This design comes from an exercise in tuning for small area, a short achievable clock period and few clock cycles per item on the open sky130 flow, not from production work. Only simulation tests tie the RTL to the original design; equivalence was not proved. Power is estimated from default activity; no workload was simulated.

==> flow/design.v (excerpt) <==
module acq_core (
    input             clk,
    input             rst,           
    input             cmd_valid,
    output            cmd_ready,
    input      [31:0] cmd_data,
    output reg        done,
    output reg        rpt_valid,
    output     [15:0] rpt_loc,
    output     [3:0]  rpt_kind,
    output     [15:0] rpt_extra,
    output     [3:0]  res_kind,
    output     [15:0] res_loc,
    output     [15:0] res_extra,
    output reg [7:0]  res_value,
    output     [71:0] buf_bytes,
    output reg        td_c_sign,
    output     [7:0]  td_c_whole,
    output reg [3:0]  td_c_frac,
    output reg        td_f_sign,
    output reg [7:0]  td_f_whole,
    output reg [3:0]  td_f_frac,
    output reg        log_verbose
);
    localparam [7:0] OP_BUF_LOAD     = 8'h01;
    localparam [7:0] OP_CRC_COMPUTE  = 8'h02;
    localparam [7:0] OP_CRC_VALIDATE = 8'h03;
    localparam [7:0] OP_SET_LOGGING  = 8'h04;
    localparam [7:0] OP_TD_DECODE    = 8'h20;
    localparam [7:0] OP_TD_C_TO_F    = 8'h21;
    localparam [3:0] K_NONE         = 4'd0;
    localparam [3:0] K_CHECKSUM     = 4'd7;
    localparam [3:0] K_RES_MISMATCH = 4'd8;
    localparam [3:0] K_SP_CORRUPT   = 4'd9;
    localparam [3:0] K_ILLEGAL      = 4'd11;
    localparam [3:0] R_NONE = 4'b0000;
    localparam [3:0] R_ILL  = 4'b1000;
    localparam [3:0] R_CRC  = 4'b0100;
    localparam [3:0] R_CFG  = 4'b0010;
    localparam [3:0] R_SP   = 4'b0001;
    localparam [2:0] S_IDLE = 3'd0;      
    localparam [2:0] S_REC2 = 3'd1;      
    localparam [2:0] S_CRCW = 3'd2;      
    localparam [2:0] S_FAHR = 3'd3;      
    localparam [2:0] S_CLD  = 3'd4;      
    reg [2:0]  state;
    reg [3:0]  rk;            
    reg [6:0]  td_c_w;        
    reg [71:0] buf_r;
    wire [7:0] bufr [0:8];
    reg [7:0]  c_op;
    reg [6:0]  c_a;
    reg [15:0] c_lo;
    reg        c_trace;       
    genvar gi;
    generate
        for (gi = 0; gi < 9; gi = gi + 1) begin : g_buf
  ...
export LEC_CHECK = 0
export CAP_MARGIN = 20
export CORE_MARGIN = 2
export CORE_UTILIZATION = 65
export CTS_BUF_LIST = sky130_fd_sc_hd__clkbuf_4 sky130_fd_sc_hd__clkbuf_8
export SLEW_MARGIN = 20
create_clock -name core_clock -period 15.0 [get_ports {clk}]
standard.sh (not shown) runs the stock make flow with config.mk's settings and CLKGATE_MAP_FILE= SYNTH_SCRIPT=/design/flow/synth_recipe.tcl, a recipe that flattens the netlist after the stock synthesis.
==> flow/flow/run.sh <==
#!/bin/bash
# The standard layout, with two changes to how it is made:
# - the port buffers are the smallest buffer cell instead of the delay buffer
#   ORFS picks by default;
# - timing repair works towards a setup slack of 9.5 ns at the 15 ns clock,
#   so that it also sizes the paths that already meet 15 ns.
set -euo pipefail
export BUFFER_PORTS_ARGS="-buffer_cell sky130_fd_sc_hd__buf_1"
export SETUP_SLACK_MARGIN=9.5
bash standard.sh > standard.log 2>&1
Testbench counts at the start, summed over its fixed seeds: cycles 4,631, commands 4,434.
Change:
==> flow/flow/run.sh (replaced) <==
#!/bin/bash
# The standard layout, with two changes to how it is made:
# - the port buffers are the smallest buffer cell instead of the delay buffer
#   ORFS picks by default;
# - timing repair works towards a setup slack of 10.2 ns at the 15 ns clock,
#   so that it also sizes the paths that already meet 15 ns, by resizing
#   and pin swaps only.
set -euo pipefail
export BUFFER_PORTS_ARGS="-buffer_cell sky130_fd_sc_hd__buf_1"
export SETUP_SLACK_MARGIN=10.2
export SETUP_MOVE_SEQUENCE=unbuffer,sizeup,swap
bash standard.sh > standard.log 2>&1
CTS_BUF_LIST = sky130_fd_sc_hd__clkbuf_8 sky130_fd_sc_hd__clkbuf_16   (was sky130_fd_sc_hd__clkbuf_4 sky130_fd_sc_hd__clkbuf_8)
=>
- The new run finished with timing, DRC and antenna clean
- design area goes up by 6.1%
- power goes up by 8.2%
- sequential cell count does not change
- utilization goes up by 4.5 points

---

== build 73 ==
acq_core, a different RTL version from the one above (not shown whole).
For scale: roughly 1100 cells after synthesis, ~220 I/O pins.
==> flow/config.mk <==
export PLATFORM = sky130hd
export DESIGN_NAME = acq_core
export DESIGN_NICKNAME = acq_core
export VERILOG_FILES = /design/flow/design.v
export SDC_FILE = /design/flow/constraint.sdc
export NUM_CORES = 4
export LEC_CHECK = 0
export CAP_MARGIN = 20
export CORE_MARGIN = 2
export CORE_UTILIZATION = 65
export CTS_BUF_LIST = sky130_fd_sc_hd__clkbuf_8 sky130_fd_sc_hd__clkbuf_16
export SLEW_MARGIN = 20
==> flow/constraint.sdc <==
create_clock -name core_clock -period 15.0 [get_ports {clk}]
set_input_delay 3.0000 -clock core_clock [delete_from_list [all_inputs] [get_ports {clk}]]
set_output_delay 3.0000 -clock core_clock [all_outputs]
set_load 0.01 [all_outputs]
==> flow/flow/run.sh <==
#!/bin/bash
# The standard layout, with two changes to how it is made:
# - the port buffers are the smallest buffer cell instead of the delay buffer
#   ORFS picks by default;
# - timing repair works towards a setup slack of 9.8 ns at the 15 ns clock,
#   so that it also sizes the paths that already meet 15 ns.
set -euo pipefail
export BUFFER_PORTS_ARGS="-buffer_cell sky130_fd_sc_hd__buf_1"
export SETUP_SLACK_MARGIN=9.8
bash standard.sh > standard.log 2>&1
Build 73 was carried through to the last stage, and its layout satisfied the timing, design-rule and antenna checks.
Testbench counts of build 73, summed over its fixed seeds: cycles 4,631, commands 4,434.
Changes in build 34 relative to build 73:
--- a/flow/flow/run.sh
+++ b/flow/flow/run.sh
@@ -4,3 +4,3 @@
 #   ORFS picks by default;
-# - timing repair works towards a setup slack of 9.8 ns at the 15 ns clock,
+# - timing repair works towards a setup slack of 9.5 ns at the 15 ns clock,
 #   so that it also sizes the paths that already meet 15 ns.
@@ -8,3 +8,3 @@
 export BUFFER_PORTS_ARGS="-buffer_cell sky130_fd_sc_hd__buf_1"
-export SETUP_SLACK_MARGIN=9.8
+export SETUP_SLACK_MARGIN=9.5
 bash standard.sh > standard.log 2>&1
--- a/flow/config.mk
+++ b/flow/config.mk
@@ -10,3 +10,3 @@
 export CORE_UTILIZATION = 65
-export CTS_BUF_LIST = sky130_fd_sc_hd__clkbuf_8 sky130_fd_sc_hd__clkbuf_16
+export CTS_BUF_LIST = sky130_fd_sc_hd__clkbuf_4 sky130_fd_sc_hd__clkbuf_8
 export SLEW_MARGIN = 20
Findings:
Build 34: critical path depth is 2 lower than what build 73 reported. Final-layout worst hold slack ended up 0.0082 ns lower on build 34 than on build 73. Build 34 ended up with a lower proportion of power drawn by the clock network than build 73 did. Looking at diode insertion count for antenna repair, build 34 sits 1 higher than build 73 does. Launching instance or port of the critical path = rk[1]: build 34; launching instance or port of the critical path = rk[0]: build 73. Delta (build 34 minus build 73): combinational fraction of design power shows an increase of 1.7 points; number of failing setup endpoints in the final timing report shows no meaningful change; wire length shows a reduction of 6.6%; combinational power shows a reduction of about 5%; ratio of routed vias to standard cells shows a reduction of 1.8%. The lower design area of build 73 and build 34 is in build 34.
For build 24, these inputs were changed with respect to build 34:
--- a/flow/flow/run.sh
+++ b/flow/flow/run.sh
@@ -4,3 +4,3 @@
 #   ORFS picks by default;
-# - timing repair works towards a setup slack of 9.5 ns at the 15 ns clock,
+# - timing repair works towards a setup slack of 9.8 ns at the 15 ns clock,
 #   so that it also sizes the paths that already meet 15 ns.
@@ -8,3 +8,3 @@
 export BUFFER_PORTS_ARGS="-buffer_cell sky130_fd_sc_hd__buf_1"
-export SETUP_SLACK_MARGIN=9.5
+export SETUP_SLACK_MARGIN=9.8
 bash standard.sh > standard.log 2>&1
--- a/flow/config.mk
+++ b/flow/config.mk
@@ -9,4 +9,4 @@
 export CORE_MARGIN = 2
-export CORE_UTILIZATION = 65
-export CTS_BUF_LIST = sky130_fd_sc_hd__clkbuf_4 sky130_fd_sc_hd__clkbuf_8
+export CORE_UTILIZATION = 70
+export CTS_BUF_LIST = sky130_fd_sc_hd__clkbuf_8 sky130_fd_sc_hd__clkbuf_16
 export SLEW_MARGIN = 20
Findings:
No stage failed in build 24, and the final checks on the layout all came back clean. Taking build 34 as the reference, in build 24 worst slack on hold paths went down by 0.0071 ns, final critical delay including setup and external delays went down by 0.13 ns, internal portion of total power went up by 0.00012 W. Final area of build 24 exceeds that of build 34 by a few percent. | power | build 24 vs build 34 | 9.7% higher |. The higher via count came out of build 24. Per the comparison of build 24 with build 34, post-route worst setup slack went up 0.13 ns; die outline height went down 3.5%. Build 24: met2 capacity usage during global routing higher than build 34. From build 34 to build 24, remaining antenna violation count did not move at all. Diff build 24 and build 34: die area higher in build 34.

what the ideal ports hide:
Ports are ideal in the flow. The routed layouts listed here were re-timed in OpenROAD. Step 1: set_driving_cell puts a clkbuf_16 on clk and a buf_2 on each other input, an assumption about the parent block. Step 2, shift: input delay + t, output delay - t, t = (earliest + latest rising clock arrival at the registers) / 2. This alone moves slack from input paths to output paths. Slacks: ideal / step 1 / step 2; pairs: ideal / step 1.
| run | shift t [ns] | slack for setup (ns) | cell pins on the clock port's net |
|---|---|---|---|
| the first run of note 1 | 0.530 | 9.580 / 9.537 / 9.130 | 1 |
| the second run of note 1 | 0.480 | 9.719 / 9.672 / 9.288 | 1 |
| build 73 | 0.482 | 9.860 / 9.814 / 9.395 | 1 |
| build 34 | 0.524 | 9.580 / 9.538 / 9.184 | 1 |
| build 24 | 0.488 | 9.705 / 9.700 / 9.212 | 1 |
After both steps setup and hold are still met in every run listed. For build 24, which loses most, drivers alone change the setup slack by -0.005 ns; drivers and shift together by -0.493 ns.
